This is an optimization exercise on Yosys and OpenROAD, whose aim is small area and a short achievable clock period, not a production implementation.
Function was checked by simulation only, so behaviour that the tests miss may differ from the original.
In runs 5 and 6 the design's own scripts or RTL, not TritonCTS, make the clock network.
The clock input has no modelled driver; a real chip could not lean on it and would need a root buffer or a full tree.
No activity file was given, so power comes from the tool's default toggle rates.

==> design/flow/design.v <==
module crc16_step (
    input  wire [15:0] crc_in,
    input  wire [7:0]  data,
    output wire [15:0] crc_out
);
    wire [7:0] x = crc_in[15:8] ^ data;
    wire a = x[0] ^ x[4];
    wire b = x[1] ^ x[5];
    wire c = x[2] ^ x[6];
    wire d = x[3] ^ x[7];
    wire [15:0] t = {d, c, b, a ^ x[7], x[6], x[5], x[4], d,
                     c ^ x[7], b ^ x[6], a ^ x[5], x[4], d, c, b, a};
    assign crc_out = t ^ {crc_in[7:0], 8'h00};
endmodule
module crc_link (
    input  wire        clk,
    input  wire        rst,
    input  wire        op_valid,
    input  wire [3:0]  op_code,
    input  wire [7:0]  op_arg,
    input  wire        tick,
    output wire [5:0]  stat,          
    output wire [2:0]  op_status,
    output reg  [15:0] crc,
    output reg  [2:0]  rx_err,
    output reg  [7:0]  rx_len,
    output wire [15:0] rx_crc_calc,
    output wire [15:0] rx_crc_recv,
    output wire        txm_re,
    output wire [7:0]  txm_addr,
    input  wire [7:0]  txm_rdata,
    output wire        rxm_we,
    output wire [8:0]  rxm_addr,
    output wire [7:0]  rxm_wdata,
    output wire        txd,
    input  wire        rxd
);
    wire op_crc_init = op_valid && (op_code == 4'h1);
    wire op_crc_byte = op_valid && (op_code == 4'h2);
    wire op_tx_frame = op_valid && (op_code == 4'h4);
    wire op_rx_start = op_valid && (op_code == 4'h5);
    wire [15:0] crc_next;
    crc16_step u_hcrc (.crc_in(crc), .data(op_arg), .crc_out(crc_next));
    always @(posedge clk) begin
        if (rst || op_crc_init)
            crc <= 16'h0000;
        else if (op_crc_byte)
            crc <= crc_next;
    end
    reg [2:0]  tph;
    reg        tx_busy;   
    reg [7:0]  txlen;
    reg [7:0]  ta;
    reg [15:0] tcrc;
    reg [3:0]  ts;
    reg [2:0]  tbc;
    reg [8:0]  tsr;       
    reg        pay_end;   
    reg        tre;
    wire ts_idle  = (ts == 4'd9);
    wire ts_fetch = (ts == 4'd14);
    wire ts_start = (ts == 4'd15);
    wire tstep    = !ts_idle && !ts_fetch && (tbc == 3'd0);
    wire in_pay   = (tph == 3'd3) && !pay_end;
    assign txm_re   = tre;
    assign txm_addr = ta;
    assign txd      = tsr[0];
    wire [7:0] tbits  = tsr[8:1];
    wire       tbit   = tbits[tbc];
    wire       crc_on = ts_start && (((tph == 3'd3) && (ta != 8'h00)) || (tph == 3'd4));
    wire       tfb    = tcrc[15] ^ tbit;
    reg [7:0] tbyte;
    always @* begin
        case (tph)
            3'd1:    tbyte = 8'h02;
            3'd2:    tbyte = txlen;
            3'd3:    tbyte = pay_end ? tcrc[15:8] : txm_rdata;
            3'd4:    tbyte = tcrc[15:8];
            default: tbyte = 8'h03;
        endcase
    end
    always @(posedge clk) begin
        if (rst) begin
            tph     <= 3'd0;
            tx_busy <= 1'b0;
        end else if (!tx_busy) begin
            if (op_tx_frame) begin
                tph     <= 3'd1;
                tx_busy <= 1'b1;
            end
        end else if (ts_idle) begin
            if (tph == 3'd6) begin
                tph     <= 3'd0;
                tx_busy <= 1'b0;
            end
        end else if (ts_fetch && !in_pay) begin
            tph <= tph + 3'd1;
        end
        if (!tx_busy) begin
            txlen <= op_arg;
            ta    <= 8'h00;
            tcrc  <= 16'h0000;
        end else begin
            if (ts_fetch && in_pay)
                ta <= ta + 8'd1;
            if (crc_on)
                tcrc <= {tcrc[14:12], tcrc[11] ^ tfb, tcrc[10:5], tcrc[4] ^ tfb,
                         tcrc[3:0], tfb};
        end
        pay_end <= (ta == txlen);
        tre <= !rst && (tph == 3'd3) && !pay_end && (ts == 4'd8) && (tbc == 3'd0);
    end
    always @(posedge clk) begin
        if (rst) begin
            ts <= 4'd9;
        end else if (ts_idle) begin
            if (tx_busy && tph != 3'd6)
                ts <= 4'd14;
        end else if (ts_fetch || tbc == 3'd0) begin
            ts <= ts + 4'd1;
        end
        tbc <= ts_fetch ? 3'd7 : tbc - 3'd1;
        if (ts_fetch)
            tsr[8:1] <= tbyte;
        else if (tstep)
            tsr[8:1] <= {1'b1, tsr[8:2]};
        if (rst)
            tsr[0] <= 1'b1;
        else if (ts_fetch)
            tsr[0] <= 1'b0;
        else if (tstep)
            tsr[0] <= tsr[1];
    end
    reg       rxd_m, rxd_s;
    reg [3:0] rn;       
    reg [3:0] rb;
    reg [7:0] rdat;
    reg       push, ferr;
    always @(posedge clk) begin
        rxd_m <= rxd || rst;
        rxd_s <= rxd_m || rst;
        if (rst) begin
            rn   <= 4'd0;
            push <= 1'b0;
            ferr <= 1'b0;
        end else begin
            push <= 1'b0;
            ferr <= 1'b0;
            if (rn == 4'd0) begin
                if (!rxd_s) begin
                    rn <= 4'd1;
                    rb <= 4'd11;
                end
            end else if (rb != 4'd0) begin
                rb <= rb - 4'd1;
            end else if (rn != 4'd9) begin
                rdat <= {rxd_s, rdat[7:1]};
                rn   <= rn + 4'd1;
                rb   <= 4'd7;
            end else begin
                push <= rxd_s;
                ferr <= !rxd_s;
                rn   <= 4'd0;
            end
        end
    end
    reg [7:0] f0, f1, f2, f3, f4, f5, f6;
    reg [7:0] fdout;
    reg [3:0] fc;
    wire fifo_ne   = !fc[3];
    wire fifo_full = (fc == 4'd7);
    wire do_push   = push && !fifo_full;
    wire fifo_pop;
    wire [63:0] fsel  = {f6, f5, f4, f3, f2, f1, f0, rdat};
    wire [7:0]  fnext = fc[3] ? rdat : fsel[fc[2:0]*8 +: 8];   
    wire [3:0]  fc_d  = rst ? 4'hF : fc + {3'b000, do_push} - {3'b000, fifo_pop};
    always @(posedge clk) begin
        if (do_push) begin
            f0 <= rdat; f1 <= f0; f2 <= f1; f3 <= f2;
            f4 <= f3;   f5 <= f4; f6 <= f5;
        end
        if (fifo_pop || (push && !fifo_ne))
            fdout <= fnext;
        fc <= fc_d;
    end
    reg ferr_flag, ovr_flag, opst;
    reg rx_busy, rx_done;
    wire rx_start = op_rx_start && !rx_busy;
    wire ferr_d = !rst && (ferr || (ferr_flag && !rx_start));
    wire ovr_d  = !rst && ((push && fifo_full) || (ovr_flag && !rx_start));
    always @(posedge clk) begin
        ferr_flag <= ferr_d;
        ovr_flag  <= ovr_d;
        if (rst)
            opst <= 1'b0;
        else if (op_tx_frame)
            opst <= tx_busy;
        else if (op_rx_start)
            opst <= rx_busy;
    end
    assign op_status = {2'b00, opst};
    localparam D_H0 = 3'd0, D_H1 = 3'd1, D_PAY = 3'd2, D_CH = 3'd3,
               D_CL = 3'd4, D_END = 3'd5;
    reg [2:0]  dph;         
    reg [8:0]  rxcnt;
    reg [6:0]  rxtimer;     
    reg [15:0] rcrc;
    reg        f02;
    reg [7:0]  prev1, prev2;
    reg        take;        
    reg        crc_shown;
    wire link_err = ferr_flag || ovr_flag;
    assign fifo_pop = take;
    wire [15:0] rcrc_next;
    crc16_step u_rcrc (.crc_in(rcrc), .data(fdout), .crc_out(rcrc_next));
    wire pay_last = (rxcnt == {1'b0, rx_len} + 9'd1);
    wire bad_hdr  = take && (dph == D_H1) && !f02;
    wire at_end   = take && (dph == D_END);
    wire timeout  = tick && (rxtimer == 7'h34);
    wire fin      = link_err || bad_hdr || at_end || timeout;
    wire busy_d   = !rst && (rx_busy ? !fin : op_rx_start);
    always @(posedge clk) begin
        rx_busy <= busy_d;
        take    <= busy_d && !ferr_d && !ovr_d && !fc_d[3];
        if (rst) begin
            rx_done <= 1'b0;
            rx_len  <= 8'h00;
            rx_err  <= 3'd0;
        end else if (!rx_busy) begin
            if (op_rx_start) begin
                rx_done <= 1'b0;
                rx_len  <= 8'h00;
                rx_err  <= 3'd0;
            end
        end else begin
            if (fin)
                rx_done <= 1'b1;
            if (link_err)
                rx_err <= 3'd1;
            else if (bad_hdr)
                rx_err <= 3'd3;
            else if (at_end)
                rx_err <= (fdout != 8'h03) ? 3'd5 : (rcrc != {prev2, prev1}) ? 3'd4 : 3'd0;
            else if (timeout)
                rx_err <= 3'd2;
            if (take && dph == D_H1 && f02)
                rx_len <= fdout;
        end
        if (rst || rx_start)
            crc_shown <= 1'b0;
        else if (at_end && fdout == 8'h03)
            crc_shown <= 1'b1;
        if (!rx_busy) begin
            rxcnt   <= 9'd0;
            dph     <= D_H0;
            rxtimer <= 7'h7F;
        end else begin
            if (tick)
                rxtimer <= {rxtimer[5:0], rxtimer[6] ^ rxtimer[5]};
            if (take) begin
                rxcnt <= rxcnt + 9'd1;
                if (dph != D_END) begin
                    prev1 <= fdout;
                    prev2 <= prev1;
                end
                case (dph)
                    D_H0: begin
                        f02  <= (fdout == 8'h02);
                        rcrc <= 16'h0000;
                        dph  <= D_H1;
                    end
                    D_H1: dph <= (fdout == 8'h00) ? D_CH : D_PAY;
                    D_PAY: begin
                        rcrc <= rcrc_next;
                        if (pay_last)
                            dph <= D_CH;
                    end
                    D_CH: dph <= D_CL;
                    default: dph <= D_END;
                endcase
            end
        end
    end
    assign rx_crc_calc = crc_shown ? rcrc : 16'h0000;
    assign rx_crc_recv = crc_shown ? {prev2, prev1} : 16'h0000;
    assign rxm_we    = take;
    assign rxm_addr  = rxcnt;
    assign rxm_wdata = fdout;
    assign stat = {ovr_flag, ferr_flag, fifo_ne, rx_done, rx_busy, tx_busy};
endmodule
==> design/flow/flow/run.sh <==
#!/bin/bash
# Layout: the standard ORFS flow, unchanged except that the port
# buffers buffer_ports inserts during global placement are
# sky130_fd_sc_hd__buf_1 (timing repair still resizes them as needed)
# instead of the flow's default pick, clkdlybuf4s50_1.
set -euo pipefail
cd "$(dirname "$0")/.."
export BUFFER_PORTS_ARGS="-buffer_cell sky130_fd_sc_hd__buf_1"
bash standard.sh finish > standard_flow.log 2>&1
==> design/flow/standard.sh <==
#!/bin/bash
# synth_recipe.tcl (not shown) runs the flow's synth.tcl, then flattens the netlist and writes it again
# the make line also repeats each setting of config.mk as NAME=value (left out here)
make -C /OpenROAD-flow-scripts/flow DESIGN_CONFIG=/design/flow/config.mk WORK_HOME=/design/flow/orfs CLKGATE_MAP_FILE= SYNTH_SCRIPT=/design/flow/synth_recipe.tcl "${@:-finish}"
==> design/flow/config.mk <==
export PLATFORM = sky130hd
export DESIGN_NAME = crc_link
export DESIGN_NICKNAME = crc_link
export VERILOG_FILES = /design/flow/design.v
export SDC_FILE = /design/flow/constraint.sdc
export NUM_CORES = 4
export LEC_CHECK = 0
export ABC_CLOCK_PERIOD_IN_PS = 2000
export CAP_MARGIN = 20
export CORE_MARGIN = 2
export CORE_UTILIZATION = 65
export CTS_CLUSTER_DIAMETER = 60
export CTS_CLUSTER_SIZE = 30
export SETUP_SLACK_MARGIN = 2.4
export SLEW_MARGIN = 20
==> design/flow/constraint.sdc <==
create_clock -name core_clock -period 4.5 [get_ports {clk}]
set_input_delay 0.9000 -clock core_clock [delete_from_list [all_inputs] [get_ports {clk}]]
set_output_delay 0.9000 -clock core_clock [all_outputs]
set_load 0.01 [all_outputs]
==> impl_metrics.env, run 1 <==
export IMPL_clockRootBuffer="clkbuf_16"
export IMPL_hold_path_class="register to register"
export IMPL_cts_sinks=228
export IMPL_drt_wl_total_mm=23.9
export IMPL_async_flop_share_pct=0
export IMPL_status="timing/DRC/antenna clean"
export IMPL_routabilityCongestion=0.871
export IMPL_fin_crit_ps=2310
export IMPL_core_area_um2=15800
export IMPL_p_leak_uw=0.00432
export IMPL_drt_iter0_markers=638
export IMPL_hold_ws_ps=426
export IMPL_clkTransAtPathRegs_ps=100
export IMPL_cp_slowest_stage_delay_ps=410
export IMPL_vias_per_cell=5.92
export IMPL_wl_met3_mm=1.43
export IMPL_placed_area_um2=11000
export IMPL_synth_edf_count=125
export IMPL_slowest_stage="dfxtp_4"
export IMPL_rsz0062_at_grt="yes"
export IMPL_required_ps=3600
export IMPL_initial_core_util_pct=66.0
export IMPL_crit_buf_inv=3
export IMPL_ys_warn_count=1
export IMPL_dp_cells=1203
export IMPL_num_rows=46
export IMPL_fmax_ghz=0.432
export IMPL_grt_max_degree=40
export IMPL_antenna_found_initial=0
export IMPL_cts_hold_buffers=0
export IMPL_peakVddDrop_uv=471
export IMPL_syn_area_per_cell_um2=11.4
export IMPL_die_y_um=131
export IMPL_worst_slew_pin_slew_ps=1010
export IMPL_reg2reg_depth=8
export IMPL_dpl_hpwl_mm=15.4
export IMPL_globalRouteTotalUtil_pct=26.8
export IMPL_synth_top_area_share_pct=36.1
export IMPL_area_delta_synth_final_pct=19.1
export IMPL_skew_ps=32.6
export IMPL_finalNetCount=1095
export IMPL_reg2reg_to="tcrc[15]$_SDFFE_PN0P_"
export IMPL_final_area_um2=12400
export IMPL_layout_drive_gt1_share_pct=19.4
export IMPL_ys_top_cells_by_count="125 x edfxtp_1, 103 x dfxtp_1, 84 x nor2_1, 77 x nand2_1, 73 x xnor2_1"
export IMPL_wl_met1_mm=10.2
export IMPL_hold_depth=1
export IMPL_synth_distinct_cells=68
export IMPL_diodes=0
export IMPL_drcViolationCount=0
export IMPL_slew_headroom_pct=32.9
export IMPL_synth_top_area_cell="edfxtp_1"
export IMPL_synth_seq_cells=228
export IMPL_first_global_vias=6897
export IMPL_min_delay_start="rxd_m$_DFF_P_"
export IMPL_hold_viol_final=0
export IMPL_syn_inst=910
export IMPL_r2r_start="ta[0]$_SDFFE_PN0P_"
export IMPL_worstSkewPairLatency_ps=500
export IMPL_synth_ff_type="edfxtp_1"
export IMPL_worstSetupPathType="register to output port"
export IMPL_dr_pass1_iters=6
export IMPL_max_cap_violations=0
export IMPL_port_buffers=118
export IMPL_setup_violations=0
export IMPL_grt_pass1_wl_mm=35.9
export IMPL_fin_setup_tns_ps=0
export IMPL_wl_met2_mm=11.7
export IMPL_htree_levels=1
export IMPL_die_w_um=131
export IMPL_ys_top_cells_by_area="edfxtp_1 36%, dfxtp_1 20%, xnor2_1 6.1%, mux4_2 3.9%, nor2_1 3.0%"
export IMPL_io_pin_count=121
export IMPL_dieArea_um2=17000
export IMPL_cts_path_max_buffers=3
export IMPL_cp_max_fo=8
export IMPL_cts_made_buffers=15
export IMPL_whs_endpoint="rxd_s$_DFF_P_"
export IMPL_cellPowerDensity_nw_per_um2=311
export IMPL_via_count=7520
export IMPL_maxSlewViolCount=0
export IMPL_cp_top_family="flip-flops"
export IMPL_cp_start_kind="register"
export IMPL_arrival_ps=1410
export IMPL_cp_cell_sequence="buf_12 -> buf_8 -> and2_1 -> clkbuf_2"
export IMPL_routedWlPerCell_um=18.8
export IMPL_ant_nets=0
export IMPL_layout_cells_non_filler=1270
export IMPL_r2r_slack_ps=2420
export IMPL_post_route_period_util_pct=51.4
export IMPL_seq_area_frac_synth_pct=55.9
export IMPL_top_layer_used="met4"
export IMPL_endpoint_kind="output port"
export IMPL_synth_most_common_cell="edfxtp_1"
export IMPL_synth_area_um2=10400
export IMPL_grt_overflow_total=0
export IMPL_cts_tree="built"
==> power breakdown <==
group	switching (uW)	internal [uW]	total, uW	leakage [uW]
Sequential	28.5	2200	2230	0.00196
Combinational	97.0	72.4	169	0.00211
Clock	785	673	1460	0.000251
Total	910	2940	3850	0.00432
==> logic make-up (layout without fill, tap and decap cells) <==
group | count (synthesis) | in the layout | share of synthesized area [%]
AND/OR/NAND/NOR | 312 | 312 | 15.2
flip-flops | 228 | 228 | 55.9
AO/OA/AOI/OAI | 119 | 121 | 7.13
XOR/XNOR | 101 | 101 | 8.50
buffers and inverters | 75 | 216 | 3.22
multiplexers | 49 | 49 | 6.88
adder cells (fa/ha/maj) | 25 | 25 | 3.08
other | 1 | 2 | 0.0360
==> routing by layer <==
metal	vias up	GRT usage, %
met5	-	0
met4	0	7.01
met3	45	3.38
met2	265	44.8
met1	3714	37.8
li1	3496	-
==> worst max path at each step <==
stage	endpoint	cells after the start	startpoint	slack, ps
final	rx_crc_calc[4]	4	crc_shown$_SDFFE_PP0P_	2190
after global routing	rx_crc_calc[4]	4	crc_shown$_SDFFE_PP0P_	2150
after CTS	rx_crc_calc[8]	4	crc_shown$_SDFFE_PP0P_	2160
after detailed placement	rx_err[1]$_SDFFE_PP0P_	6	tick	1920
after global placement	take$_DFF_P_	6	op_code[1]	2050
after floorplan	take$_DFF_P_	14	fc[3]$_DFF_P_	2370
==> state kept, by name, indices dropped and copies added (netlist names), 4 cells and up <==
signal	cells
f1	8
f5	8
f2	8
f6	8
rn	4
fc	4
f4	8
prev2	8
prev1	8
fdout	8
rxcnt	9
rx_len	8
crc	16
f0	8
tcrc	16
f3	8
rxtimer	7
txlen	8
ts	4
tsr	9
rcrc	16
rb	4
rdat	8
ta	8
==> cell usage in the layout, fill, tap and decap left out, drive strengths merged, types with 17 or more instances in the layout <==
| master | synthesis | routed |
|---|---|---|
| buf | 18 | 148 |
| edfxtp | 125 | 125 |
| dfxtp | 103 | 103 |
| nor2 | 84 | 84 |
| nand2 | 77 | 77 |
| xnor2 | 73 | 73 |
| a21oi | 46 | 48 |
| inv | 30 | 37 |
| and2 | 35 | 35 |
| mux2i | 31 | 31 |
| o21ai | 29 | 29 |
| xor2 | 28 | 28 |
| nand3 | 27 | 27 |
| clkbuf | 27 | 25 |
| ha | 24 | 24 |
| mux4 | 18 | 18 |
| nand4 | 17 | 17 |
==> layout make-up <==
cell class,instances,area (um2)
clock buffers,15,375
clock inverters,11,133
fillers,1012,3380
well taps,216,270
flip-flops and latches,228,5860
multi-input cells,610,4520
repair buffers,159,1110
repair inverters,1,7.51
inverters,30,119
==> timing repair <==
action | in CTS | in global routing
cloned | 6 | 1
gates resized for setup | 65 | 88
buffers inserted | 20 | 14
pin swaps | 1 | 3
setup endpoints to repair | 150 | 80
==> metrics by stage <==
stage	utilization, %	worst slack [ps]	power (uW)
finish	78.6	2190	3850
global route	78.6	2150	3990
CTS	76.1	2160	3880
detailed placement	69.7	1920	2440
global placement	69.7	2050	2430
floorplan	-	2370	2390
==> run 2: changes to the inputs <==
==> design/flow/flow/run.sh (replaced) <==
#!/bin/bash
# Layout: the standard ORFS flow (standard.sh), unchanged except for
# two settings passed through the environment to ORFS:
#  - the port buffers that buffer_ports inserts during global placement are
#    sky130_fd_sc_hd__buf_1 (timing repair still resizes them as needed)
#    instead of the flow's default pick, clkdlybuf4s50_1;
#  - clock tree synthesis runs without dummy loads.
# The whole make output goes to standard_flow.log; ORFS keeps each step's
# own log under orfs/logs/.
set -euo pipefail
cd "$(dirname "$0")/.."
export BUFFER_PORTS_ARGS="-buffer_cell sky130_fd_sc_hd__buf_1"
export CTS_ARGS="-sink_clustering_enable -repair_clock_nets -dont_use_dummy_load -sink_clustering_size 30 -sink_clustering_max_diameter 60"
bash standard.sh finish > standard_flow.log 2>&1
--- a/design/flow/config.mk
+++ b/design/flow/config.mk
@@ -7,3 +7,3 @@
 export LEC_CHECK = 0
-export ABC_CLOCK_PERIOD_IN_PS = 2000
+export ABC_CLOCK_PERIOD_IN_PS = 2200
 export CAP_MARGIN = 20
@@ -13,3 +13,3 @@
 export CTS_CLUSTER_SIZE = 30
-export SETUP_SLACK_MARGIN = 2.4
+export SETUP_SLACK_MARGIN = 2.2
 export SLEW_MARGIN = 20
==> run 2 against run 1 <==
Effect of this change: still clean; critical path depth is 2 lower; clock power down 15%; non-clock buffer count shrank 33; combinational power fell by 4%; critical endpoint is now rx_crc_recv[8]; largest cell class unchanged.
==> impl_metrics.env, run 2 <==
export IMPL_post_route_period_util_pct=49.7
export IMPL_p_leak_uw=0.00382
export IMPL_htree_levels=1
export IMPL_initial_core_util_pct=66.0
export IMPL_dpl_hpwl_mm=15.2
export IMPL_grt_max_degree=40
export IMPL_drt_iter0_markers=501
export IMPL_status="timing/DRC/antenna clean"
export IMPL_worstSkewPairLatency_ps=500
export IMPL_finalNetCount=1060
export IMPL_ant_nets=0
export IMPL_fin_crit_ps=2230
export IMPL_hold_path_class="register to register"
export IMPL_diodes=0
export IMPL_dp_cells=1204
export IMPL_fmax_ghz=0.448
export IMPL_port_buffers=118
export IMPL_cts_made_buffers=15
export IMPL_antenna_found_initial=0
export IMPL_cp_slowest_stage_delay_ps=500
export IMPL_async_flop_share_pct=0
export IMPL_cts_sinks=228
export IMPL_area_delta_synth_final_pct=10.1
export IMPL_grt_util_met3_pct=3.34
export IMPL_io_pin_count=121
export IMPL_skew_ps=64.5
export IMPL_dieArea_um2=17000
export IMPL_worstSetupPathType="register to output port"
export IMPL_synth_top_area_cell="edfxtp_1"
export IMPL_hold_ws_ps=384
export IMPL_ys_warn_count=1
export IMPL_drt_wl_total_mm=21.8
export IMPL_final_area_um2=11500
export IMPL_slew_headroom_pct=38.6
export IMPL_die_w_um=131
export IMPL_routabilityCongestion=0.847
export IMPL_synth_distinct_cells=68
export IMPL_synth_top_area_share_pct=36.1
export IMPL_clkTransAtPathRegs_ps=100
export IMPL_cts_path_max_buffers=3
export IMPL_cts_hold_buffers=0
export IMPL_routedWlPerCell_um=17.8
export IMPL_cts_tree="built"
export IMPL_synth_edf_count=125
export IMPL_synth_ff_type="edfxtp_1"
export IMPL_crit_buf_inv=1
export IMPL_layout_common_cells="125 x edfxtp_1, 117 x buf_1, 98 x dfxtp_1, 84 x nor2_1, 76 x nand2_1"
export IMPL_peakVddDrop_uv=317
export IMPL_syn_inst=910
export IMPL_arrival_ps=1330
export IMPL_ys_top_cells_by_count="125 x edfxtp_1, 103 x dfxtp_1, 84 x nor2_1, 77 x nand2_1, 73 x xnor2_1"
export IMPL_grt_overflow_total=0
export IMPL_drcViolationCount=0
export IMPL_use_met2_pct=41.4
export IMPL_met1_usage_pct=36.3
export IMPL_clockRootBuffer="clkbuf_16"
export IMPL_via_count=7107
export IMPL_fin_setup_tns_ps=0
export IMPL_globalRouteTotalUtil_pct=25.4
export IMPL_required_ps=3600
export IMPL_endpoint_kind="output port"
export IMPL_cp_max_fo=33
export IMPL_core_area_um2=15800
export IMPL_seq_area_frac_synth_pct=55.9
export IMPL_cellPowerDensity_nw_per_um2=317
export IMPL_num_rows=46
export IMPL_reg_top3="crc: 16 flops, rcrc: 16 flops, tcrc: 16 flops"
export IMPL_dr_pass1_iters=5
export IMPL_vias_per_cell=5.81
export IMPL_cp_cell_sequence="and2_1 -> buf_1"
export IMPL_grt_pass1_wl_mm=34.3
export IMPL_synth_area_um2=10400
export IMPL_max_cap_violations=0
export IMPL_synth_seq_cells=228
export IMPL_cp_start_kind="register"
export IMPL_setup_violations=0
export IMPL_rsz0062_at_grt="yes"
export IMPL_layout_cells_non_filler=1224
export IMPL_syn_area_per_cell_um2=11.4
export IMPL_final_common_cell="edfxtp_1"
export IMPL_post_route_util_pct=72.6
export IMPL_die_y_um=131
export IMPL_grt_busiest_layer="met2"
export IMPL_hold_viol_final=0
export IMPL_first_global_vias=6873
export IMPL_ys_top_cells_by_area="edfxtp_1 36%, dfxtp_1 20%, xnor2_1 6.1%, mux4_2 3.9%, nor2_1 3.0%"
export IMPL_worst_slew_pin_slew_ps=920
export IMPL_cp_top_family="flip-flops"
export IMPL_layout_drive_gt1_share_pct=7.44
export IMPL_synth_most_common_cell="edfxtp_1"
export IMPL_maxSlewViolCount=0
export IMPL_placed_area_um2=10900
export IMPL_slowest_stage="dfxtp_4"
==> run 2: cell count changes in the layout (fill, tap and decap cells not counted), moves of 9 or more <==
cell      previous run  this run
and2_1              14        35
dfxtp_1             85        98
buf_1               83       117
clkbuf_2            10         1
buf_4               26         7
buf_6               25         0
dfxtp_2             11         2
and2_4              21         0
==> run 2: cell type report <==
class / instances / area (um2)
repair buffers: 126 / 517
inverters: 30 / 116
well taps: 216 / 270
repair inverters: 1 / 7.51
fillers: 1131 / 4320
multi-input cells: 608 / 4340
flip-flops and latches: 228 / 5830
clock buffers: 15 / 375
==> run 2: power breakdown <==
| part | switching (uW) | leakage (uW) | internal [uW] |
|---|---|---|---|
| Sequential | 29.6 | 0.00195 | 2200 |
| Clock | 643 | 0.000185 | 595 |
| Combinational | 92.9 | 0.00169 | 68.9 |
==> run 2: metrics by stage <==
stage,worst slack [ps],power (uW)
final,2270,3630
after global placement,1850,2430
after global routing,2180,3740
after floorplan,2210,2390
after CTS,2200,3650
after detailed placement,1620,2440
==> run 2: kinds of logic (layout without fill, tap and decap cells) <==
group	count (synthesis)	after routing	synth area share, %
AO/OA/AOI/OAI	119	119	7.13
other	1	2	0.0360
multiplexers	49	49	6.88
buffers and inverters	75	172	3.22
AND/OR/NAND/NOR	312	312	15.2
adder cells (fa/ha/maj)	25	25	3.08
flip-flops	228	228	55.9
XOR/XNOR	101	101	8.50
==> run 2: worst paths after layout <==
kind,slack (ps),startpoint,to,cells after the start
setup / recovery,2270,crc_shown$_SDFFE_PP0P_,rx_crc_recv[8],2
hold / removal,380,rxd_m$_DFF_P_,rxd_s$_DFF_P_,1
hold reg to reg,380,rxd_m$_DFF_P_,rxd_s$_DFF_P_,1
setup reg to reg,2320,fc[3]$_DFF_P_,take$_DFF_P_,12
==> run 2: repair_timing <==
| action | CTS | global route |
|---|---|---|
| gates cloned | 1 | 0 |
| pin swaps | 1 | 2 |
| buffers inserted | 4 | 0 |
| resized for setup | 16 | 8 |
| endpoints found under the hold margin | 0 | 0 |
| setup endpoints to repair | 112 | 24 |
==> run 2: per-layer routing <==
layer / part of all wire [%] / wire length, um / vias up
met5: 0 / 0 / -
met1: 45 / 9740 / 3409
met2: 47 / 10300 / 249
li1: - / - / 3408
met4: 2.4 / 517 / 0
met3: 5.8 / 1260 / 41
==> run 3: changes to the inputs <==
--- a/design/flow/design.v
+++ b/design/flow/design.v
@@ -211,2 +211,3 @@
     reg        crc_shown;
+    reg        crc_match;   
     wire link_err = ferr_flag || ovr_flag;
@@ -215,3 +216,3 @@
     crc16_step u_rcrc (.crc_in(rcrc), .data(fdout), .crc_out(rcrc_next));
-    wire pay_last = (rxcnt == {1'b0, rx_len} + 9'd1);
+    reg pay_last;
     wire bad_hdr  = take && (dph == D_H1) && !f02;
@@ -242,3 +243,3 @@
             else if (at_end)
-                rx_err <= (fdout != 8'h03) ? 3'd5 : (rcrc != {prev2, prev1}) ? 3'd4 : 3'd0;
+                rx_err <= (fdout != 8'h03) ? 3'd5 : crc_match ? 3'd0 : 3'd4;
             else if (timeout)
@@ -261,2 +262,3 @@
                 rxcnt <= rxcnt + 9'd1;
+                pay_last <= (dph == D_H1) ? (fdout == 8'h01) : (rxcnt[7:0] == rx_len);
                 if (dph != D_END) begin
@@ -277,4 +279,11 @@
                     end
-                    D_CH: dph <= D_CL;
-                    default: dph <= D_END;
+                    D_CH: begin
+                        crc_match <= (fdout == rcrc[15:8]);
+                        dph <= D_CL;
+                    end
+                    D_CL: begin
+                        crc_match <= crc_match && (fdout == rcrc[7:0]);
+                        dph <= D_END;
+                    end
+                    default: ;
                 endcase
--- a/design/flow/config.mk
+++ b/design/flow/config.mk
@@ -7,3 +7,3 @@
 export LEC_CHECK = 0
-export ABC_CLOCK_PERIOD_IN_PS = 2200
+export ABC_CLOCK_PERIOD_IN_PS = 2000
 export CAP_MARGIN = 20
@@ -13,3 +13,3 @@
 export CTS_CLUSTER_SIZE = 30
-export SETUP_SLACK_MARGIN = 2.2
+export SETUP_SLACK_MARGIN = 2.4
 export SLEW_MARGIN = 20
==> run 3 against run 2 <==
Effect of this change: sequential share of layout area shrank 1.2 points; critical path type unchanged; power decreased by 0.45%; die area increased by 1.3%; combinational power fell by 6%; sequential cell count up 2; first-iteration DRC count grew 0.60%; setup slack improved by 48 ps; synthesized cell count grew 0.88%; final cell count increased by 1.8%; core utilization increased by 2.3 points; non-clock buffer count is 20 higher.
==> impl_metrics.env, run 3 <==
export IMPL_status="timing/DRC/antenna clean"
export IMPL_synth_edf_count=127
export IMPL_grt_overflow_total=0
export IMPL_p_int_uw=2870
export IMPL_globalRouteTotalUtil_pct=25.0
export IMPL_drt_wl_total_mm=22.0
export IMPL_final_common_cell="edfxtp_1"
export IMPL_synthMuxAreaShare_pct=7.91
export IMPL_arrival_ps=1290
export IMPL_wl_met2_mm=10.6
export IMPL_cts_made_buffers=15
export IMPL_synth_fa_ha_area_share_pct=2.92
export IMPL_top_layer_used="met4"
export IMPL_port_buffers=118
export IMPL_wl_met1_mm=9.63
export IMPL_ys_top_cells_by_count="127 x edfxtp_1, 103 x dfxtp_1, 85 x nand2_1, 76 x nor2_1, 55 x xnor2_1"
export IMPL_cts_hold_buffers=0
export IMPL_fmax_ghz=0.457
export IMPL_worst_slew_pin_slew_ps=1020
export IMPL_endpoint_kind="output port"
export IMPL_ys_warn_count=1
export IMPL_drcViolationCount=0
export IMPL_peakVddDrop_uv=292
export IMPL_ant_nets=0
export IMPL_via_count=7224
export IMPL_synth_top_area_cell="edfxtp_1"
export IMPL_synth_ff_type="edfxtp_1"
export IMPL_synth_seq_cells=230
export IMPL_seq_area_frac_synth_pct=55.8
export IMPL_cellPowerDensity_nw_per_um2=304
export IMPL_core_area_um2=15900
export IMPL_clkTransAtPathRegs_ps=100
export IMPL_synth_top_family_by_area="simple AND/OR/NAND/NOR gates"
export IMPL_hold_viol_final=0
export IMPL_grt_pass1_wl_mm=35.5
export IMPL_slew_headroom_pct=31.8
export IMPL_cts_path_max_buffers=3
export IMPL_skew_ps=57.2
export IMPL_synth_area_um2=10500
export IMPL_cts_sinks=230
export IMPL_fin_setup_tns_ps=0
export IMPL_ys_top_cells_by_area="edfxtp_1 36%, dfxtp_1 20%, xnor2_1 4.6%, mux4_2 3.6%, mux2i_1 3.4%"
export IMPL_routabilityCongestion=0.898
export IMPL_synth_compound_area_share_pct=6.78
export IMPL_area_delta_synth_final_pct=12.9
export IMPL_async_flop_share_pct=0
export IMPL_hold_ws_ps=415
export IMPL_htree_levels=1
export IMPL_required_ps=3600
export IMPL_dr_pass1_iters=5
export IMPL_post_route_period_util_pct=48.6
export IMPL_reg_top3="crc: 16 flops, rcrc: 16 flops, tcrc: 16 flops"
export IMPL_vias_per_cell=5.80
export IMPL_layout_common_cells="127 x edfxtp_1, 92 x dfxtp_1, 85 x buf_1, 84 x nand2_1, 75 x nor2_1"
export IMPL_p_leak_uw=0.00416
export IMPL_wl_met3_mm=1.27
export IMPL_p_sw_uw=738
export IMPL_synth_top_area_share_pct=36.2
export IMPL_die_y_um=131
export IMPL_p_seq_share_pct=61.9
export IMPL_dpl_hpwl_mm=14.8
export IMPL_hold_path_class="register to register"
export IMPL_cp_max_fo=16
export IMPL_switching_share_pct=20.4
export IMPL_rsz0062_at_grt="yes"
export IMPL_fin_crit_ps=2190
export IMPL_initial_core_util_pct=66.3
export IMPL_setup_violations=0
export IMPL_first_global_vias=6974
export IMPL_die_w_um=131
export IMPL_cts_tree="built"
export IMPL_worstSetupPathType="register to output port"
export IMPL_layout_cells_non_filler=1246
export IMPL_grt_max_degree=43
export IMPL_num_rows=46
export IMPL_io_pin_count=121
export IMPL_synth_distinct_cells=71
export IMPL_cp_start_kind="register"
export IMPL_layout_drive_gt1_share_pct=15.2
export IMPL_yosys_area_share_simple_pct=15.4
export IMPL_worstSkewPairLatency_ps=490
export IMPL_routedWlPerCell_um=17.6
export IMPL_synth_most_common_cell="edfxtp_1"
export IMPL_maxSlewViolCount=0
export IMPL_dp_cells=1204
export IMPL_dieArea_um2=17200
export IMPL_p_clk_share_pct=33.9
export IMPL_power_uw=3610
export IMPL_max_cap_violations=0
export IMPL_antenna_found_initial=0
export IMPL_finalNetCount=1081
export IMPL_diodes=0
export IMPL_comb_power_share_pct=4.2
export IMPL_syn_inst=918
export IMPL_drt_iter0_markers=504
export IMPL_synth_xor_area_share_pct=7.73
export IMPL_syn_area_per_cell_um2=11.5
export IMPL_clockRootBuffer="clkbuf_16"
-- run 3: worst paths after layout --
kind / start / endpoint / slack, ps / cells after the start
max: crc_shown$_SDFFE_PP0P_ / rx_crc_calc[12] / 2310 / 3
min: rxd_m$_DFF_P_ / rxd_s$_DFF_P_ / 420 / 1
max reg2reg: tph[2]$_SDFFE_PP0P_ / tph[2]$_SDFFE_PP0P_ / 2400 / 7
min reg2reg: rxd_m$_DFF_P_ / rxd_s$_DFF_P_ / 420 / 1
-- run 3: cells by family (layout without fill, tap and decap cells) --
group / Yosys count / in the layout
AO/OA/AOI/OAI: 109 / 111
XOR/XNOR: 93 / 93
adder cells (fa/ha/maj): 24 / 24
buffers and inverters: 81 / 190
flip-flops: 230 / 230
multiplexers: 61 / 61
other: 1 / 2
AND/OR/NAND/NOR: 319 / 319
-- run 3: per-stage QoR --
stage	setup WS [ps]	instance area, um2	utilization, %
global placement	1850	11100	69.8
floorplan	2390	10600	-
CTS	2300	11800	74.1
finish	2310	11900	74.9
detailed placement	1700	11100	69.8
global route	2260	11900	74.9
-- run 3: power by group through the flow --
stage	Sequential, uW	Combinational, uW	Clock [uW]
6_report	2240	152	1220
5_1_grt	2240	169	1320
4_1_cts	2240	151	1250
3_5_place_dp	2290	148	0
3_3_place_gp	2290	143	0
2_1_floorplan	2280	113	0
-- run 3: repair_timing --
action                     in CTS  in global routing
gates cloned                    3                  0
resized for setup              64                 13
setup buffers                  18                  6
pin swaps                       2                  3
setup endpoints to repair     155                 79
-- run 3: final cells by class --
| type | count | area [um2] |
|---|---|---|
| Clock buffer | 15 | 375 |
| Fill cell | 1103 | 3990 |
| Inverter | 28 | 111 |
| Multi-Input combinational cell | 610 | 4490 |
| Sequential cell | 230 | 5910 |
| Tap cell | 216 | 270 |
| Timing Repair Buffer | 146 | 727 |
| Timing Repair inverter | 1 | 7.51 |
-- run 3: per-layer routing --
metal	vias to the layer above	track usage, %
met5	-	0
met4	0	6.04
met3	36	3.55
met2	235	42.4
met1	3488	34.5
li1	3465	-
-- run 3: critical path, cell delays in order (launching register included) --
cell and delay (ps):
dfxtp_4 380, buf_12 140, and2_1 140, buf_2 130
==> run 4: changes to the inputs <==
--- a/design/flow/config.mk
+++ b/design/flow/config.mk
@@ -7,3 +7,3 @@
 export LEC_CHECK = 0
-export ABC_CLOCK_PERIOD_IN_PS = 2000
+export ABC_CLOCK_PERIOD_IN_PS = 2200
 export CAP_MARGIN = 20
@@ -13,3 +13,3 @@
 export CTS_CLUSTER_SIZE = 30
-export SETUP_SLACK_MARGIN = 2.4
+export SETUP_SLACK_MARGIN = 2.2
 export SLEW_MARGIN = 20
==> run 4 against run 3 <==
Effect of this change: fmax shrank 4.4%; die area did not move; power increased by 1.4%; sequential cell count unchanged; final cell count shrank 1.6%; worst hold slack improved by 7.2 ps; synthesized area did not move; sequential share of layout area rose by 0.98 points; global-route usage shrank 0.71 points; clock power is 4% higher; sequential power about the same.
==> impl_metrics.env, run 4 <==
export IMPL_status="timing/DRC/antenna clean"
export IMPL_die_y_um=131
export IMPL_synth_most_common_cell="edfxtp_1"
export IMPL_hold_path_class="register to register"
export IMPL_skew_ps=48.3
export IMPL_dr_pass1_iters=5
export IMPL_layout_drive_gt1_share_pct=8.51
export IMPL_synth_edf_count=127
export IMPL_async_flop_share_pct=0
export IMPL_routedWlPerCell_um=17.4
export IMPL_io_pin_count=121
export IMPL_ys_top_cells_by_count="127 x edfxtp_1, 103 x dfxtp_1, 85 x nand2_1, 76 x nor2_1, 55 x xnor2_1"
export IMPL_syn_area_per_cell_um2=11.5
export IMPL_rsz0062_at_grt="yes"
export IMPL_drt_iter0_markers=505
export IMPL_synth_compound_area_share_pct=6.78
export IMPL_reg2reg_depth=12
export IMPL_ant_nets=0
export IMPL_cts_path_max_buffers=3
export IMPL_crit_buf_inv=2
export IMPL_synth_top_area_cell="edfxtp_1"
export IMPL_synth_area_um2=10500
export IMPL_slew_headroom_pct=38.0
export IMPL_hold_viol_final=0
export IMPL_reg2reg_to="take$_DFF_P_"
export IMPL_setup_violations=0
export IMPL_via_count=7051
export IMPL_synth_top_family_by_area="simple AND/OR/NAND/NOR gates"
export IMPL_cp_cell_sequence="inv_1 -> ha_1 -> nand3_1 -> nand2_2 -> ha_2 -> inv_1 -> ha_1 -> a21o_1 -> a21oi_1 -> xor2_1 -> nand2b_1 -> nor3_1"
export IMPL_peakVddDrop_uv=277
export IMPL_hold_depth=0
export IMPL_dp_slack_ps=1720
export IMPL_min_delay_start="f2[0]$_DFFE_PP_"
export IMPL_htree_levels=1
export IMPL_diodes=0
export IMPL_fmax_ghz=0.437
export IMPL_cp_top_family="adder cells"
export IMPL_clkTransAtPathRegs_ps=90
export IMPL_n_fill_cell=1140
export IMPL_seq_area_frac_synth_pct=55.8
export IMPL_num_rows=46
export IMPL_cellPowerDensity_nw_per_um2=315
export IMPL_synthMuxAreaShare_pct=7.91
export IMPL_grt_max_degree=57
export IMPL_globalRouteTotalUtil_pct=24.3
export IMPL_setup_slack_ps=2210
export IMPL_max_cap_violations=0
export IMPL_post_route_period_util_pct=50.8
export IMPL_cp_start_kind="register"
export IMPL_fin_setup_tns_ps=0
export IMPL_r2r_slack_ps=2210
export IMPL_synth_fa_ha_area_share_pct=2.92
export IMPL_endpoint_kind="register"
export IMPL_required_ps=4890
export IMPL_layout_common_cells="127 x edfxtp_1, 117 x buf_1, 98 x dfxtp_1, 84 x nand2_1, 76 x nor2_1"
export IMPL_synth_seq_cells=230
export IMPL_cts_made_buffers=16
export IMPL_r2r_start="fc[3]$_DFF_P_"
export IMPL_first_global_vias=6832
export IMPL_area_delta_synth_final_pct=10.3
export IMPL_cp_max_fo=6
export IMPL_yosys_area_share_simple_pct=15.4
export IMPL_cp_slowest_stage_delay_ps=370
export IMPL_die_w_um=131
export IMPL_initial_core_util_pct=66.3
export IMPL_dieArea_um2=17200
export IMPL_grt_overflow_total=0
export IMPL_routabilityCongestion=0.905
export IMPL_hold_ws_ps=422
export IMPL_whs_endpoint="f3[0]$_DFFE_PP_"
export IMPL_fin_crit_ps=2290
export IMPL_post_route_util_pct=73.2
export IMPL_clockRootBuffer="clkbuf_16"
export IMPL_ff_latch_area_um2=5890
export IMPL_reg_top3="crc: 16 flops, rcrc: 16 flops, tcrc: 16 flops"
export IMPL_synth_ff_type="edfxtp_1"
export IMPL_synth_xor_area_share_pct=7.73
export IMPL_antenna_found_initial=0
export IMPL_dpl_hpwl_mm=14.6
export IMPL_core_area_um2=15900
export IMPL_cts_sinks=230
export IMPL_worstSkewPairLatency_ps=490
export IMPL_synth_top_area_share_pct=36.2
export IMPL_syn_inst=918
export IMPL_power_uw=3660
export IMPL_multi_input_area_um2=4410
export IMPL_port_buffers=118
export IMPL_final_common_cell="edfxtp_1"
export IMPL_worst_slew_pin_slew_ps=929
export IMPL_arrival_ps=2680
export IMPL_synth_distinct_cells=71
export IMPL_cts_tree="built"
export IMPL_grt_pass1_wl_mm=34.8
export IMPL_maxSlewViolCount=0
export IMPL_ys_warn_count=1
export IMPL_p_leak_uw=0.00392
export IMPL_vias_per_cell=5.75
export IMPL_slowest_stage="dfxtp_4"
export IMPL_finalNetCount=1061
export IMPL_ys_top_cells_by_area="edfxtp_1 36%, dfxtp_1 20%, xnor2_1 4.6%, mux4_2 3.6%, mux2i_1 3.4%"
export IMPL_drt_wl_total_mm=21.4
export IMPL_drcViolationCount=0
export IMPL_path_depth=12
export IMPL_worstSetupPathType="register to register"
[run 4: cell counts after synthesis]
Identical to the previous run, type by type.
[run 4: cell families (layout without fill, tap and decap cells)]
kind of cell,Yosys count,in the layout
XOR/XNOR,93,93
AO/OA/AOI/OAI,109,110
buffers and inverters,81,171
multiplexers,61,61
AND/OR/NAND/NOR,319,319
other,1,2
flip-flops,230,230
adder cells (fa/ha/maj),24,24
[run 4: area by class of cell]
class / instances / area share, %
Multi-Input combinational cell: 609 / 38.0
Sequential cell: 230 / 50.6
Tap cell: 216 / 2.33
Timing Repair inverter: 1 / 0.0431
Inverter: 28 / 0.969
Clock buffer: 16 / 3.44
Timing Repair Buffer: 126 / 4.62
[run 4: how the worst max path moves through the flow]
stage,startpoint,slack (ps),end
after floorplan,fc[1]$_SDFF_PP1_,2210,take$_DFF_P_
after global placement,rst,1840,rdat[0]$_DFFE_PP_
after detailed placement,rst,1720,rdat[1]$_DFFE_PP_
after CTS,fc[3]$_DFF_P_,2020,f4[1]$_DFFE_PP_
after global routing,fc[3]$_DFF_P_,2070,take$_DFF_P_
final,fc[3]$_DFF_P_,2210,take$_DFF_P_
[run 4: per-stage QoR]
stage,instance area [um2],instances
final,11600,1226
after floorplan,10600,919
after global placement,11000,1204
after detailed placement,11000,1204
after global routing,11600,1226
after CTS,11500,1220
[run 4: what timing repair did]
item                                    CTS  global route
buffers inserted                          0             3
endpoints found under the setup margin  123            39
hold buffers                              0             0
gates cloned                              0             2
resized for setup                        10            16
pin swaps                                 1             1
[run 4: report_power, final]
part / total, uW / internal [uW] / leakage [uW] / switching [uW]
sequential: 2240 / 2220 / 0.00194 / 22.3
combinational: 152 / 64.3 / 0.00178 / 87.5
clock: 1270 / 633 / 0.000197 / 640
total: 3660 / 2910 / 0.00392 / 750
[run 4: routing by layer]
layer / share of wire (%) / vias to the layer above / track usage, %
li1: - / 3414 / -
met1: 44 / 3405 / 34.0
met2: 48 / 199 / 40.8
met3: 5.6 / 33 / 4.05
met4: 1.8 / 0 / 4.95
met5: 0 / - / 0
==> run 5: changes to the inputs <==
==> design/flow/flow/run.sh (replaced) <==
#!/bin/bash
# Layout: the standard ORFS flow (standard.sh), with these changes passed
# to ORFS through the environment:
#  - the port buffers that buffer_ports inserts during global placement are
#    sky130_fd_sc_hd__buf_1 (timing repair still resizes them as needed)
#    instead of the flow's default pick, clkdlybuf4s50_1;
#  - the clock tree is built by flow/pre_cts.tcl (ORFS's PRE_CTS_TCL hook):
#    two levels of clkbuf_16 in place of TritonCTS's three.
# The whole make output goes to standard_flow.log; ORFS keeps each step's
# own log under orfs/logs/.
set -euo pipefail
cd "$(dirname "$0")/.."
export BUFFER_PORTS_ARGS="-buffer_cell sky130_fd_sc_hd__buf_1"
export PRE_CTS_TCL="$PWD/flow/pre_cts.tcl"
bash standard.sh finish > standard_flow.log 2>&1
==> design/flow/flow/manual_cts.tcl (new file) <==
# Clock tree built by hand, in place of TritonCTS: the clock port drives
# one root clkbuf_16, which drives one leaf clkbuf_16 per cluster of about
# CTS_LEAF_SINKS flip-flops (k-means on their placed positions); each leaf
# buffer drives its cluster's clock pins. All leaves hang off the one root
# net, so every register's clock goes through the same two buffers.
proc manual_cts_build {} {
  set db [ord::get_db]
  set block [ord::get_db_block]
  set clk_net [$block findNet clk]
  set rootc sky130_fd_sc_hd__clkbuf_16
  set leafc sky130_fd_sc_hd__clkbuf_16
  if { [info exists ::env(CTS_ROOT_CELL)] } { set rootc $::env(CTS_ROOT_CELL) }
  if { [info exists ::env(CTS_LEAF_CELL)] } { set leafc $::env(CTS_LEAF_CELL) }
  set rootm [$db findMaster $rootc]
  set leafm [$db findMaster $leafc]
  set rout [expr {[string match *inv* $rootc] ? "Y" : "X"}]
  set lout [expr {[string match *inv* $leafc] ? "Y" : "X"}]
  set per 28
  if { [info exists ::env(CTS_LEAF_SINKS)] } { set per $::env(CTS_LEAF_SINKS) }

  set sinks {}
  foreach it [$clk_net getITerms] {
    set inst [$it getInst]
    set b [$inst getBBox]
    lappend sinks [list $it [expr {([$b xMin] + [$b xMax]) / 2.0}] [expr {([$b yMin] + [$b yMax]) / 2.0}]]
  }
  set n [llength $sinks]
  set k [expr {int(ceil(double($n) / $per))}]
  if { $k < 1 } { set k 1 }
  puts "manual_cts: $n sinks, $k leaf buffers"

  # k-means, seeded along the sinks sorted by x then y
  set sorted [lsort -real -index 1 $sinks]
  set cx {}; set cy {}
  for {set c 0} {$c < $k} {incr c} {
    set s [lindex $sorted [expr {int(($c + 0.5) * $n / $k)}]]
    lappend cx [lindex $s 1]; lappend cy [lindex $s 2]
  }
  for {set iter 0} {$iter < 40} {incr iter} {
    set sx [lrepeat $k 0.0]; set sy [lrepeat $k 0.0]; set cnt [lrepeat $k 0]
    set assign {}
    foreach s $sinks {
      set best 0; set bd 1e30
      for {set c 0} {$c < $k} {incr c} {
        set dx [expr {[lindex $s 1] - [lindex $cx $c]}]
        set dy [expr {[lindex $s 2] - [lindex $cy $c]}]
        set d [expr {abs($dx) + abs($dy)}]
        if { $d < $bd } { set bd $d; set best $c }
      }
      lappend assign $best
      lset sx $best [expr {[lindex $sx $best] + [lindex $s 1]}]
      lset sy $best [expr {[lindex $sy $best] + [lindex $s 2]}]
      lset cnt $best [expr {[lindex $cnt $best] + 1}]
    }
    for {set c 0} {$c < $k} {incr c} {
      if { [lindex $cnt $c] > 0 } {
        lset cx $c [expr {[lindex $sx $c] / [lindex $cnt $c]}]
        lset cy $c [expr {[lindex $sy $c] / [lindex $cnt $c]}]
      }
    }
  }

  # root buffers: the leaf buffers split into nroot groups by x, each
  # group driven by one root buffer at its centre
  set nroot 1
  if { [info exists ::env(CTS_ROOTS)] } { set nroot $::env(CTS_ROOTS) }
  set order [lsort -real -index 1 [lmap c [lsearch -all $cx *] {list $c [lindex $cx $c] [lindex $cy $c]}]]
  set leafnets [lrepeat $k {}]
  for {set r 0} {$r < $nroot} {incr r} {
    set lo [expr {$r * $k / $nroot}]
    set hi [expr {($r + 1) * $k / $nroot}]
    set grp [lrange $order $lo [expr {$hi - 1}]]
    set rx 0.0; set ry 0.0
    foreach g $grp { set rx [expr {$rx + [lindex $g 1]}]; set ry [expr {$ry + [lindex $g 2]}] }
    set rx [expr {int($rx / [llength $grp])}]; set ry [expr {int($ry / [llength $grp])}]
    set root [odb::dbInst_create $block $rootm clkbuf_root_$r]
    $root setLocation $rx $ry
    $root setPlacementStatus PLACED
    set rnet [odb::dbNet_create $block clknet_root_$r]
    $rnet setSigType CLOCK
    [$root findITerm A] connect $clk_net
    [$root findITerm $rout] connect $rnet
    foreach g $grp {
      set c [lindex $g 0]
      set leaf [odb::dbInst_create $block $leafm clkbuf_leaf_$c]
      $leaf setLocation [expr {int([lindex $cx $c])}] [expr {int([lindex $cy $c])}]
      $leaf setPlacementStatus PLACED
      set lnet [odb::dbNet_create $block clknet_leaf_$c]
      $lnet setSigType CLOCK
      [$leaf findITerm A] connect $rnet
      [$leaf findITerm $lout] connect $lnet
      lset leafnets $c $lnet
    }
  }
  set i 0
  foreach s $sinks {
    set it [lindex $s 0]
    set c [lindex $assign $i]
    $it disconnect
    $it connect [lindex $leafnets $c]
    incr i
  }
  $clk_net setSigType CLOCK
  puts "manual_cts: cluster sizes [lsort -integer $cnt]"
}
==> design/flow/flow/pre_cts.tcl (new file) <==
# ORFS PRE_CTS hook: build the clock tree by hand (manual_cts.tcl) with four
# root clkbuf_16 on the clock port, each driving the leaf clkbuf_16 of about
# a quarter of the die, and one leaf per cluster of about 28 flip-flops.
# TritonCTS's clock_tree_synthesis then has nothing left to do, so it is
# replaced by a no-op; the rest of ORFS's cts step (placement legalization,
# timing repair) runs as usual.
set ::env(CTS_ROOTS) 4
set ::env(CTS_LEAF_SINKS) 28
source [file join [file dirname [info script]] manual_cts.tcl]
manual_cts_build
set_propagated_clock [all_clocks]
proc clock_tree_synthesis { args } {
  puts "clock_tree_synthesis skipped: the clock tree was built by pre_cts.tcl"
}
==> design/flow/config.mk (replaced) <==
export PLATFORM = sky130hd
export DESIGN_NAME = crc_link
export DESIGN_NICKNAME = crc_link
export VERILOG_FILES = /design/flow/design.v
export SDC_FILE = /design/flow/constraint.sdc
export NUM_CORES = 4
export LEC_CHECK = 0
export ABC_CLOCK_PERIOD_IN_PS = 2000
export CAP_MARGIN = 20
export CORE_MARGIN = 2
export CORE_UTILIZATION = 65
export SETUP_SLACK_MARGIN = 2.5
export SLEW_MARGIN = 20
==> run 5 against run 4 <==
Effect of this change: still clean; synthesized area unchanged; synthesized cell count unchanged; sequential share of layout area down 3.0 points; critical path depth down 9; critical path type is now register to output port; largest cell class unchanged; highest routed layer unchanged.
==> impl_metrics.env, run 5 <==
export IMPL_grt_overflow_total=0
export IMPL_via_count=7387
export IMPL_slew_headroom_pct=59.3
export IMPL_synth_fa_ha_area_share_pct=2.92
export IMPL_worstSkewPairLatency_ps=310
export IMPL_ant_nets=0
export IMPL_hold_path_class="register to register"
export IMPL_hold_viol_final=0
export IMPL_antenna_found_initial=0
export IMPL_switching_share_pct=19.8
export IMPL_cts_hold_buffers=0
export IMPL_peakVddDrop_uv=294
export IMPL_num_rows=46
export IMPL_syn_area_per_cell_um2=11.5
export IMPL_setup_violations=0
export IMPL_dp_cells=1205
export IMPL_synth_top_area_share_pct=36.2
export IMPL_synth_edf_count=127
export IMPL_synth_xor_area_share_pct=7.73
export IMPL_synth_area_um2=10500
export IMPL_worst_slew_pin_slew_ps=608
export IMPL_globalRouteTotalUtil_pct=25.1
export IMPL_area_delta_synth_final_pct=17.6
export IMPL_drt_wl_total_mm=23.0
export IMPL_dr_pass1_iters=4
export IMPL_drcViolationCount=0
export IMPL_final_common_cell="edfxtp_1"
export IMPL_comb_power_share_pct=4.7
export IMPL_seq_area_frac_synth_pct=55.8
export IMPL_diodes=0
export IMPL_synth_compound_area_share_pct=6.78
export IMPL_p_int_uw=2810
export IMPL_post_route_period_util_pct=46.0
export IMPL_p_sw_uw=694
export IMPL_max_cap_violations=0
export IMPL_initial_core_util_pct=66.3
export IMPL_first_global_vias=7090
export IMPL_clkTransAtPathRegs_ps=110
export IMPL_io_pin_count=121
export IMPL_synthMuxAreaShare_pct=7.91
export IMPL_ys_top_cells_by_area="edfxtp_1 36%, dfxtp_1 20%, xnor2_1 4.6%, mux4_2 3.6%, mux2i_1 3.4%"
export IMPL_core_area_um2=15900
export IMPL_fin_crit_ps=2070
export IMPL_synth_ff_type="edfxtp_1"
export IMPL_synth_distinct_cells=71
export IMPL_skew_ps=40.9
export IMPL_finalNetCount=1096
export IMPL_dp_slack_ps=1880
export IMPL_die_y_um=131
export IMPL_yosys_area_share_simple_pct=15.4
export IMPL_status="timing/DRC/antenna clean"
export IMPL_fin_setup_tns_ps=0
export IMPL_reg_top3="crc: 16 flops, rcrc: 16 flops, tcrc: 16 flops"
export IMPL_p_seq_share_pct=63.9
export IMPL_ys_warn_count=1
export IMPL_setup_slack_ps=2430
export IMPL_worstSetupPathType="register to output port"
export IMPL_synth_top_area_cell="edfxtp_1"
export IMPL_routedWlPerCell_um=18.2
export IMPL_die_w_um=131
export IMPL_layout_cells_non_filler=1261
export IMPL_cp_max_fo=9
export IMPL_syn_inst=918
export IMPL_vias_per_cell=5.86
export IMPL_dpl_hpwl_mm=14.8
export IMPL_layout_common_cells="127 x edfxtp_1, 92 x dfxtp_1, 84 x nand2_1, 84 x buf_1, 75 x nor2_1"
export IMPL_p_clk_share_pct=31.4
export IMPL_port_buffers=118
export IMPL_p_leak_uw=0.00433
export IMPL_synth_most_common_cell="edfxtp_1"
export IMPL_async_flop_share_pct=0
export IMPL_cellPowerDensity_nw_per_um2=282
export IMPL_drt_iter0_markers=471
export IMPL_synth_top_family_by_area="simple AND/OR/NAND/NOR gates"
export IMPL_grt_max_degree=43
export IMPL_fmax_ghz=0.483
export IMPL_layout_drive_gt1_share_pct=19.7
export IMPL_rsz0062_at_grt="yes"
export IMPL_ys_top_cells_by_count="127 x edfxtp_1, 103 x dfxtp_1, 85 x nand2_1, 76 x nor2_1, 55 x xnor2_1"
export IMPL_dieArea_um2=17200
export IMPL_arrival_ps=1170
export IMPL_maxSlewViolCount=0
export IMPL_cp_start_kind="register"
export IMPL_synth_seq_cells=230
export IMPL_routabilityCongestion=0.879
export IMPL_endpoint_kind="output port"
export IMPL_required_ps=3600
export IMPL_hold_ws_ps=419
export IMPL_grt_pass1_wl_mm=36.1
run 5: logic make-up (layout without fill, tap and decap cells):
group | Yosys count | count (layout)
adder cells (fa/ha/maj) | 24 | 24
multiplexers | 61 | 61
buffers and inverters | 81 | 206
XOR/XNOR | 93 | 93
AND/OR/NAND/NOR | 319 | 319
flip-flops | 230 | 230
other | 1 | 2
AO/OA/AOI/OAI | 109 | 110
run 5: area by class of cell:
cell class / instances / area (um2)
flip-flops and latches: 230 / 5900
multi-input cells: 609 / 4670
fillers: 1027 / 3490
repair buffers: 163 / 1090
plain buffers: 13 / 325
well taps: 216 / 270
inverters: 28 / 115
repair inverters: 2 / 12.5
run 5: per-layer routing:
metal | up-vias | wire length (um) | track usage (%)
li1 | 3484 | - | -
met1 | 3638 | 9870 | 35.3
met2 | 230 | 11500 | 43.9
met3 | 35 | 1130 | 1.74
met4 | 0 | 474 | 4.53
met5 | - | 0 | 0
run 5: timing repair:
action	CTS	global route
pin swaps	11	9
buffers inserted	22	15
cloned	4	2
endpoints found under the setup margin	164	103
resized for setup	60	92
run 5: power groups by stage:
stage          Sequential, uW  Clock (uW)  Combinational, uW
2_1_floorplan            2280           0                115
6_report                 2240        1100                164
4_1_cts                  2240        1120                155
3_5_place_dp             2290           0                150
3_3_place_gp             2290           0                144
5_1_grt                  2240        1180                181
run 5: path summary, 6_finish.rpt:
check / slack (ps) / to / start / cells after the start
min: 420 / rxd_s$_DFF_P_ / rxd_m$_DFF_P_ / 1
max reg2reg: 2490 / take$_DFF_P_ / fc[3]$_DFF_P_ / 12
min reg2reg: 420 / rxd_s$_DFF_P_ / rxd_m$_DFF_P_ / 1
max: 2430 / rx_crc_calc[12] / crc_shown$_SDFFE_PP0P_ / 3
run 5: metrics by stage:
step / area [um2] / util, % / power (uW)
4_1_cts: 11900 / 74.8 / 3510
3_3_place_gp: 11100 / 70.1 / 2430
3_5_place_dp: 11100 / 70.1 / 2440
6_report: 12400 / 78.0 / 3500
2_1_floorplan: 10700 / - / 2400
5_1_grt: 12400 / 78.0 / 3600
run 5: critical path: stages, from the launching register on:
cell,delay [ps]
dfxtp_4,440
buf_12,140
and2_1,150
clkbuf_2,140
==> run 6: changes to the inputs <==
--- a/design/flow/config.mk
+++ b/design/flow/config.mk
@@ -11,3 +11,3 @@
 export CORE_UTILIZATION = 65
-export SETUP_SLACK_MARGIN = 2.5
+export SETUP_SLACK_MARGIN = 2.7
 export SLEW_MARGIN = 20
==> run 6 against run 5 <==
Effect of this change: still clean; sequential cell count stayed put; combinational power is 18% higher; cell area is 6.3% higher; highest routed layer unchanged.
==> impl_metrics.env, run 6 <==
export IMPL_drt_wl_total_mm=25.8
export IMPL_cp_max_fo=2
export IMPL_dieArea_um2=17200
export IMPL_max_cap_violations=0
export IMPL_grt_max_degree=43
export IMPL_final_area_um2=13200
export IMPL_synth_edf_count=127
export IMPL_globalRouteTotalUtil_pct=27.3
export IMPL_cp_start_kind="register"
export IMPL_endpoint_kind="register"
export IMPL_peakVddDrop_uv=297
export IMPL_ys_top_cells_by_area="edfxtp_1 36%, dfxtp_1 20%, xnor2_1 4.6%, mux4_2 3.6%, mux2i_1 3.4%"
export IMPL_grt_overflow_total=0
export IMPL_drcViolationCount=0
export IMPL_post_route_period_util_pct=46.2
export IMPL_routedWlPerCell_um=19.9
export IMPL_worst_slew_pin_slew_ps=795
export IMPL_layout_drive_gt1_share_pct=31.8
export IMPL_maxSlewViolCount=0
export IMPL_grt_pass1_wl_mm=38.9
export IMPL_synth_top_area_cell="edfxtp_1"
export IMPL_async_flop_share_pct=0
export IMPL_diodes=0
export IMPL_port_buffers=118
export IMPL_fmax_ghz=0.481
export IMPL_die_w_um=131
export IMPL_skew_ps=23.2
export IMPL_dpl_hpwl_mm=14.8
export IMPL_fin_setup_tns_ps=0
export IMPL_via_count=7709
export IMPL_drt_iter0_markers=485
export IMPL_final_common_cell="edfxtp_1"
export IMPL_core_area_um2=15900
export IMPL_vias_per_cell=5.94
export IMPL_required_ps=4700
export IMPL_cts_hold_buffers=0
export IMPL_worstSkewPairLatency_ps=310
export IMPL_first_global_vias=7636
export IMPL_ant_nets=0
export IMPL_hold_path_class="register to register"
export IMPL_num_rows=46
export IMPL_setup_violations=0
export IMPL_slew_headroom_pct=46.8
export IMPL_antenna_found_initial=0
export IMPL_io_pin_count=121
export IMPL_synth_ff_type="edfxtp_1"
export IMPL_status="timing/DRC/antenna clean"
export IMPL_synth_distinct_cells=71
export IMPL_hold_depth=1
export IMPL_p_leak_uw=0.00474
export IMPL_reg2reg_depth=12
export IMPL_n_fill_cell=872
export IMPL_rsz0062_at_grt="yes"
export IMPL_seq_area_frac_synth_pct=55.8
export IMPL_clkTransAtPathRegs_ps=110
export IMPL_power_uw=3530
export IMPL_fin_crit_ps=2080
export IMPL_hold_viol_final=0
export IMPL_synth_top_area_share_pct=36.2
export IMPL_multi_input_area_um2=5080
export IMPL_finalNetCount=1133
export IMPL_synth_seq_cells=230
export IMPL_placed_area_um2=11300
export IMPL_ff_latch_area_um2=5960
export IMPL_arrival_ps=2280
export IMPL_routabilityCongestion=0.890
export IMPL_initial_core_util_pct=66.3
export IMPL_ys_top_cells_by_count="127 x edfxtp_1, 103 x dfxtp_1, 85 x nand2_1, 76 x nor2_1, 55 x xnor2_1"
export IMPL_ys_warn_count=1
export IMPL_syn_area_per_cell_um2=11.5
export IMPL_die_y_um=131
export IMPL_layout_common_cells="127 x edfxtp_1, 79 x nand2_1, 71 x nor2_1, 66 x dfxtp_1, 64 x buf_1"
export IMPL_synth_most_common_cell="edfxtp_1"
export IMPL_synth_area_um2=10500
export IMPL_worstSetupPathType="register to register"
export IMPL_cellPowerDensity_nw_per_um2=268
export IMPL_dr_pass1_iters=5
export IMPL_reg_top3="crc: 16 flops, rcrc: 16 flops, tcrc: 16 flops"
export IMPL_syn_inst=918
export IMPL_area_delta_synth_final_pct=25.0
[run 6: cell types whose count changed in the layout (fill, tap and decap cells not counted), sizes merged]
| cell | before | now |
|---|---|---|
| buf | 149 | 181 |
| clkinvlp | 4 | 6 |
| bufbuf | 1 | 2 |
| a21oi | 37 | 39 |
[run 6: cell families after synthesis]
kind of cell               after synthesis  share of synthesized area (%)
AOI/OAI and AO/OA                      109                           6.78
xor gates and xnor gates                93                           7.73
adders and majority gates               24                           2.92
buffers and inverters                   81                           3.47
DFF                                    230                           55.8
muxes                                   61                           7.91
other                                    1                         0.0356
and+or+nand+nor                        319                           15.4
[run 6: where the power goes]
group	internal [uW]	switching [uW]	total [uW]
sequential	2210	23.4	2230
combinational	88.5	106	194
clock	521	586	1110
total	2820	715	3530
[run 6: timing repair]
action | in CTS | in global routing
setup buffers | 46 | 23
cloned | 8 | 5
endpoints found under the setup margin | 258 | 229
gates resized for setup | 140 | 111
pin swaps | 13 | 37
[run 6: final timing paths]
check                  endpoint  slack, ps           from
setup / recovery   take$_DFF_P_       2420  fc[3]$_DFF_P_
hold / removal    rxd_s$_DFF_P_        440  rxd_m$_DFF_P_
setup reg to reg   take$_DFF_P_       2420  fc[3]$_DFF_P_
hold reg to reg   rxd_s$_DFF_P_        440  rxd_m$_DFF_P_
[run 6: cell type report]
cell class,count,share of cell area (%)
Buffer,13,2.47
Sequential cell,230,45.3
Inverter,28,0.912
Tap cell,216,2.05
Timing Repair inverter,4,0.209
Multi-Input combinational cell,611,38.6
Timing Repair Buffer,196,10.5
[run 6: metrics by stage]
| step | hold slack (ps) | instances | util (%) | setup slack (ps) |
|---|---|---|---|---|
| CTS | 437 | 1270 | 78.9 | 2460 |
| global placement | 394 | 1203 | 70.8 | 2030 |
| global route | 450 | 1298 | 82.9 | 2340 |
| finish | 442 | 1298 | 82.9 | 2420 |
| floorplan | 389 | 919 | - | 2420 |
| detailed placement | 410 | 1203 | 70.9 | 1920 |
[run 6: critical path, stage by stage (launching register included)]
cell and delay, ps:
dfxtp_4 370, inv_4 40, ha_4 160, nand3_4 60, nand2_4 60, ha_4 160, inv_2 60, ha_4 200
a21o_1 190, a21oi_2 140, xor2_1 180, nand2b_1 130, nor3_1 230
[run 6: per-layer routing]
metal	track usage [%]	vias up	wire (um)
li1	-	3564	-
met1	37.3	3786	10700
met2	47.3	302	13000
met3	2.16	57	1330
met4	7.79	0	747
met5	0	-	0

==> afterwards: timing with drivers on the ports <==
In the flow no input, the clock included, has a driving cell. The finished layouts below were timed again as built, in two steps.
Step 1 assumes that a clkbuf_16 drives the clock port and a buf_2 every other input.
Step 2 also shifts input and output timing later by t, the mid clock arrival at the registers, as if the neighbouring blocks saw the same clock.
a / b / c = no drivers / after step 1 / after step 2; a / b = the first two.
run	t (ns)	slack for setup (ns)	hold slack, ns	worst setup path after step 2	worst register clock-pin slew, ns
run 1	0.522	2.188 / 2.145 / 1.989	0.426 / 0.426 / 0.426	input to register	0.11 / 0.11
run 2	0.510	2.266 / 2.223 / 1.925	0.384 / 0.384 / 0.384	input to register	0.10 / 0.10
run 3	0.509	2.313 / 2.269 / 1.958	0.415 / 0.415 / 0.415	input to register	0.10 / 0.10
run 4	0.506	2.214 / 2.214 / 1.869	0.422 / 0.422 / 0.422	input to register	0.09 / 0.09
run 5	0.369	2.429 / 2.348 / 2.197	0.419 / 0.419 / 0.419	input to register	0.12 / 0.12
run 6	0.374	2.421 / 2.402 / 2.182	0.442 / 0.442 / 0.442	input to register	0.11 / 0.11
After both steps setup and hold are still met in every run listed. The setup slack of run 3, which loses most, moves by -0.044 ns with the drivers and by -0.355 ns with both steps.
